What follows belongs to an exercise in optimizing a design on an open flow for small area; a production flow would make more cautious choices. The RTL was checked by simulation tests, not by an equivalence proof against the original design. Power is estimated from default activity; no workload was simulated.

## run 1
==> flow/design.v <==
module ring_buffer (
    input  wire        clk,
    input  wire        rst,         
    input  wire        app_valid,
    input  wire [15:0] app_data,
    input  wire        cmd_valid,
    output wire        cmd_ready,
    input  wire [15:0] cmd_word,
    output reg         rsp_valid,
    output wire [2:0]  rsp_kind,
    output wire [23:0] rsp_data,
    output wire        rsp_end,
    output wire        faulted
);
    localparam N  = 24;
    localparam R  = 8;
    localparam TW = 16;
    localparam DW = 8;
    localparam CW = 5;
    localparam [CW-1:0] UNATT = 5'd28;
    localparam OP_ATTACH  = 4'h1;
    localparam OP_COUNT   = 4'h2;
    localparam OP_READ    = 4'h3;
    localparam OP_CONSUME = 4'h4;
    localparam OP_DROPS   = 4'h5;
    reg [TW-1:0] sh    [1:N];      
    reg [CW-1:0] cnt   [0:R-1];    
    reg [DW-1:0] drops [0:R-1];
    reg [CW-1:0] br;               
    reg [2:0]    brr;              
    reg          flt;
    reg [7:0]    fhi;              
    reg [15:0]   rv;               
    reg [2:0]    kr;               
    wire busy = (br != 0);
    assign faulted   = flt;
    assign cmd_ready = ~busy;      
    assign rsp_end   = ~busy;
    assign rsp_kind  = kr | {3{flt}};
    assign rsp_data  = {fhi, rv};
    wire cmd_go = cmd_valid & ~busy;
    wire [3:0] unit = cmd_word[15:12];
    wire [3:0] op   = cmd_word[11:8];
    wire [7:0] sel  = cmd_word[7:0];
    wire [2:0]    sr   = busy ? brr : sel[2:0];
    wire [CW-1:0] csel = cnt[sr];
    wire          att_s = ~(csel[4] & csel[3] & csel[2]);
    wire [TW-1:0] dsel = sh[csel];
    wire legal = (unit == 4'h0) && (op >= OP_ATTACH) && (op <= OP_DROPS);
    wire r_ok  = (sel[7:3] == 5'd0);
    reg [2:0] fc;
    always @(*) begin
        if (!legal)                           fc = 3'd1;
        else if (!r_ok)                       fc = 3'd2;
        else if (op != OP_ATTACH && !att_s)   fc = 3'd3;
        else if (op == OP_READ && csel == 0)  fc = 3'd4;
        else                                  fc = 3'd0;
    end
    wire live      = cmd_go & ~flt;
    wire cmd_fault = live & (fc != 3'd0);
    wire cmd_exec  = live & (fc == 3'd0);
    wire app_do    = app_valid & ~flt & ~cmd_fault;
    wire ex_attach  = cmd_exec & (op == OP_ATTACH);
    wire ex_read    = cmd_exec & (op == OP_READ);
    wire ex_consume = cmd_exec & (op == OP_CONSUME);
    integer i;
    always @(posedge clk) begin
        if (app_do) begin
            sh[1] <= app_data;
            for (i = 2; i <= N; i = i + 1)
                sh[i] <= sh[i-1];
        end
    end
    genvar g, b;
    generate
        for (g = 0; g < R; g = g + 1) begin : rdr
            wire hit = (sr == g);
            wire clr = ex_attach & hit;
            wire dec = (ex_read | busy) & hit;
            wire top = cnt[g][4] & cnt[g][3];    
            wire up = app_do & ~dec & ~top;
            wire dn = dec & ~app_do;
            wire [CW:0] tu, td;
            assign tu[0] = up;
            assign td[0] = dn;
            for (b = 0; b < CW; b = b + 1) begin : cb
                assign tu[b+1] = tu[b] & cnt[g][b];
                assign td[b+1] = td[b] & ~cnt[g][b];
            end
            always @(posedge clk) begin
                if (rst)
                    cnt[g] <= UNATT;
                else if (clr)
                    cnt[g] <= {4'd0, app_do};
                else
                    cnt[g] <= cnt[g] ^ tu[CW-1:0] ^ td[CW-1:0];
            end
            wire dinc = app_do & top & ~dec & ~(&drops[g]);
            wire [DW:0] dt;
            assign dt[0] = dinc;
            for (b = 0; b < DW; b = b + 1) begin : db
                assign dt[b+1] = dt[b] & drops[g][b];
            end
            always @(posedge clk)
                drops[g] <= {DW{~clr}} & (drops[g] ^ dt[DW-1:0]);
        end
    endgenerate
    always @(posedge clk) begin
        if (rst)
            br <= 0;
        else if (ex_consume)
            br <= csel;
        else if (busy)
            br <= br - 1'b1;
    end
    always @(posedge clk) begin
        if (ex_consume)
            brr <= sel[2:0];
    end
    always @(posedge clk) begin
        if (rst) begin
            flt <= 1'b0;
            fhi <= 8'h00;
        end else if (cmd_fault) begin
            flt <= 1'b1;
            fhi <= cmd_word[15:8];
        end
    end
    always @(posedge clk) begin
        if (rst)
            rsp_valid <= 1'b0;
        else
            rsp_valid <= cmd_go | busy;
    end
    always @(posedge clk) begin
        if (busy)
            kr <= 3'd4;
        else
            case (op)
                OP_COUNT, OP_DROPS: kr <= 3'd1;
                OP_READ:            kr <= 3'd2;
                OP_CONSUME:         kr <= 3'd3;
                default:            kr <= 3'd0;
            endcase
    end
    always @(posedge clk) begin
        if (!flt) begin
            if (busy)
                rv <= dsel;
            else if (fc != 3'd0)
                rv <= {sel, 5'd0, fc};
            else
                case (op)
                    OP_COUNT, OP_CONSUME: rv <= {11'd0, csel};
                    OP_READ:              rv <= dsel;
                    default:              rv <= {8'd0, drops[sel[2:0]]};
                endcase
        end
    end
endmodule
export LEC_CHECK = 0
export CAP_MARGIN = 20
export CORE_MARGIN = 2
export CORE_UTILIZATION = 72
export CTS_BUF_LIST = sky130_fd_sc_hd__clkbuf_8
export CTS_CLUSTER_DIAMETER = 60
export CTS_CLUSTER_SIZE = 20
export PLACE_DENSITY = 0.8
export SLEW_MARGIN = 20
create_clock -name core_clock -period 10.0 [get_ports {clk}]
standard.sh (not shown) runs the stock make flow with config.mk's settings and CLKGATE_MAP_FILE= SYNTH_SCRIPT=/design/flow/synth_recipe.tcl, a recipe that flattens the netlist after the stock synthesis.
==> flow/flow/run.sh <==
#!/bin/bash
# Own layout flow: the standard synthesis, then its combinational logic
# re-mapped for area with ABC (flip-flops kept as they are), then the
# standard ORFS layout from that netlist. Each tool's output goes to a log
# file of its own in the work folder.
set -euo pipefail
W=$PWD
F=$W/flow
R=$W/orfs/results/$FLOW_PLATFORM/ring_buffer/base
LIB=$FLOW_HOME/platforms/$FLOW_PLATFORM/lib/sky130_fd_sc_hd__tt_025C_1v80.lib

# 1. standard synthesis (unchanged)
bash standard.sh synth > $W/log_1_synth.log 2>&1

# 2. re-map the gates between the registers
cp $R/1_2_yosys.v $W/standard_synth.v
REABC_LIB=$LIB REABC_IN=$W/standard_synth.v REABC_OUT=$W/reabc.v \
REABC_SCRIPT=$F/reabc.abc REABC_STAT=$W/reabc_stat.txt \
  yosys -c $F/reabc.tcl > $W/log_2_reabc.log 2>&1
cp $W/reabc.v $R/1_2_yosys.v
rm -f $R/1_synth.odb $R/1_synth.sdc

# 3. the standard layout from the new netlist
bash standard.sh BUFFER_PORTS_ARGS="-buffer_cell sky130_fd_sc_hd__buf_1" finish > $W/log_3_layout.log 2>&1
test -f $W/out/final.def
==> flow/flow/reabc.abc <==
strash
&get -n
&deepsyn -T 60
&put
dch -f
amap
==> flow/flow/reabc.tcl <==
# Re-map the combinational logic of the standard synthesis netlist for area.
# The flip-flops are kept as they are (same instances, names and cell types);
# only the gates between them are re-synthesized with ABC.
yosys -import
set lib $::env(REABC_LIB)
set net $::env(REABC_IN)
set out $::env(REABC_OUT)
set top $::env(FLOW_TOP)
read_liberty -ignore_miss_func $lib
read_verilog $net
hierarchy -top $top
# keep every sequential cell as an instance
setattr -mod -set keep_hierarchy 1 {sky130_fd_sc_hd__*df*} {sky130_fd_sc_hd__*dl*} {sky130_fd_sc_hd__*sdf*}
flatten
select -module $top t:\$scopeinfo
delete
select -clear
# drop the library's modules and read them back as black boxes
delete {sky130_fd_sc_hd__*}
read_liberty -lib $lib
hierarchy -top $top
opt_clean
abc -script $::env(REABC_SCRIPT) -liberty $lib -dont_use sky130_fd_sc_hd__probe_p_8 -dont_use sky130_fd_sc_hd__probec_p_8 -dont_use {sky130_fd_sc_hd__lpflow_*}
splitnets
opt_clean -purge
hilomap -singleton -hicell sky130_fd_sc_hd__conb_1 HI -locell sky130_fd_sc_hd__conb_1 LO
insbuf -buf sky130_fd_sc_hd__buf_1 A X
opt_clean -purge
tee -o $::env(REABC_STAT) stat -liberty $lib
check -assert
select $top
write_verilog -noattr -nohex -nodec -selected $out
The following lists how run 2 was set up differently from run 1:
Settings: a change of CORE_UTILIZATION from 72 to 40; a change of CTS_CLUSTER_SIZE from 20 to 16; a change of PLACE_DENSITY from 0.8 to 0.6; a change of CTS_CLUSTER_DIAMETER from 60 to 50.
==> comparison <==
Of the two values seen for standard cell with the maximum stage delay on the critical path, sky130_fd_sc_hd__o2111ai_1 was produced by run 2 and sky130_fd_sc_hd__o22ai_1 by run 1. The number of clock buffers inserted by TritonCTS in run 2 is 1.5 times that in run 1. | number of global-route vias before repair | lower: run 2 |. Looking at floorplan row count across run 1 and run 2, the one that comes out higher is run 2. Run 2 vs. run 1: met3 wire length saw a decrease; final-layout clock buffer total saw an increase.
Here is what was changed in the inputs of run 3 compared with run 2.
Settings: changing CTS_CLUSTER_DIAMETER from 50 to 60; changing CORE_UTILIZATION from 40 to 72; changing CTS_CLUSTER_SIZE from 16 to 18; changing PLACE_DENSITY from 0.6 to 0.8.
- Delta (run 3 minus run 2): worst hold slack picked up an extra 0.015 ns; depth of the critical timing path with buffers and inverters included shows an increase of 2.8%; wire length of the first global-routing pass shows a reduction of about 7%; post-layout total power -500 uW; layout overhead on the synthesized area decreased by 4.4 points relative to the old numbers.
- met3 wirelength from detailed routing in run 3 is 10% higher than in run 2
Here is what was changed in the inputs of run 4 compared with run 3.
Settings: a change of CTS_CLUSTER_DIAMETER from 60 to 50; a change of CTS_CLUSTER_SIZE from 18 to 16; a change of CORE_UTILIZATION from 72 to 65; a change of PLACE_DENSITY from 0.8 to 0.75.
Per the comparison of run 4 with run 3, maximum VDD drop decreased 39%; final clock period utilization by the worst path dropped 2.4 points; cell area +250 um^2; multi-input combinational cell count neither gained nor lost much. Routed wire length: run 4 worse than run 3. Layout-stage area growth over the synthesis result: lower on run 3.
What run 5 does differently from run 4 at the input level:
Settings: SLEW_MARGIN changed from 20 to 0; CAP_MARGIN changed from 20 to 0.
--- a/flow/flow/run.sh
+++ b/flow/flow/run.sh
@@ -23,3 +23,3 @@
 # 3. the standard layout from the new netlist
-bash standard.sh BUFFER_PORTS_ARGS="-buffer_cell sky130_fd_sc_hd__buf_1" finish > $W/log_3_layout.log 2>&1
+bash standard.sh BUFFER_PORTS_ARGS="-buffer_cell sky130_fd_sc_hd__buf_1" RECOVER_POWER=100 finish > $W/log_3_layout.log 2>&1
 test -f $W/out/final.def
- Every stage of run 5 finished as expected; the final checks, on the other hand, flagged capacitance limit, slew limit, which means the layout fails.
- Diff run 4..run 5 | sequential power | negligible
- Non-clock buffer instance count of the final layout across run 5 and run 4: no real change.
- Combinational share of power: run 4 vs run 5, no meaningful difference
- Run 5: maximum operating frequency is about 3.4% lower than what run 4 reported.
- Worst hold slack: run 5 vs run 4 down 0.0050 ns
- Run 5 ended up with a lower setup slack than run 4 did.
- Going from run 4 to run 5, area added between synthesis and finish now sits at about the same level, flip-flop and latch area about even, register share of total power stayed essentially flat.
- On power, run 5 and run 4 are basically level.
- As far as post-detailed-routing wire length is concerned, run 5 and run 4 perform about the same.

afterwards: timing with drivers on the ports:
Ports are ideal in the flow. The routed layouts listed here were re-timed in OpenROAD.
Step 1: set_driving_cell puts a clkbuf_16 on clk and a buf_2 on each other input, an assumption about the parent block.
Step 2 moves the port delays by t, midway between the first and last clock arrival at a register: inputs arrive t later, outputs are due t later. That takes back most of the time a late clock gives input paths.
Three values: no drivers, after step 1, after step 2; two values: the first two.
run | t, ns | setup slack, ns | hold slack, ns | worst register clock-pin slew, ns
run 1 | 0.627 | 1.177 / 1.177 / 0.819 | 0.439 / 0.439 / 0.439 | 0.12 / 0.12
run 2 | 0.712 | 1.212 / 1.212 / 0.752 | 0.434 / 0.434 / 0.434 | 0.11 / 0.11
run 3 | 0.635 | 1.054 / 1.054 / 0.712 | 0.449 / 0.449 / 0.449 | 0.12 / 0.12
run 4 | 0.665 | 1.294 / 1.294 / 0.842 | 0.452 / 0.452 / 0.452 | 0.11 / 0.11
run 5 | 0.663 | 0.986 / 0.986 / 0.563 | 0.447 / 0.447 / 0.447 | 0.10 / 0.10
For run 2, which loses most, drivers alone change the setup slack by 0.000 ns; drivers and shift together by -0.460 ns.
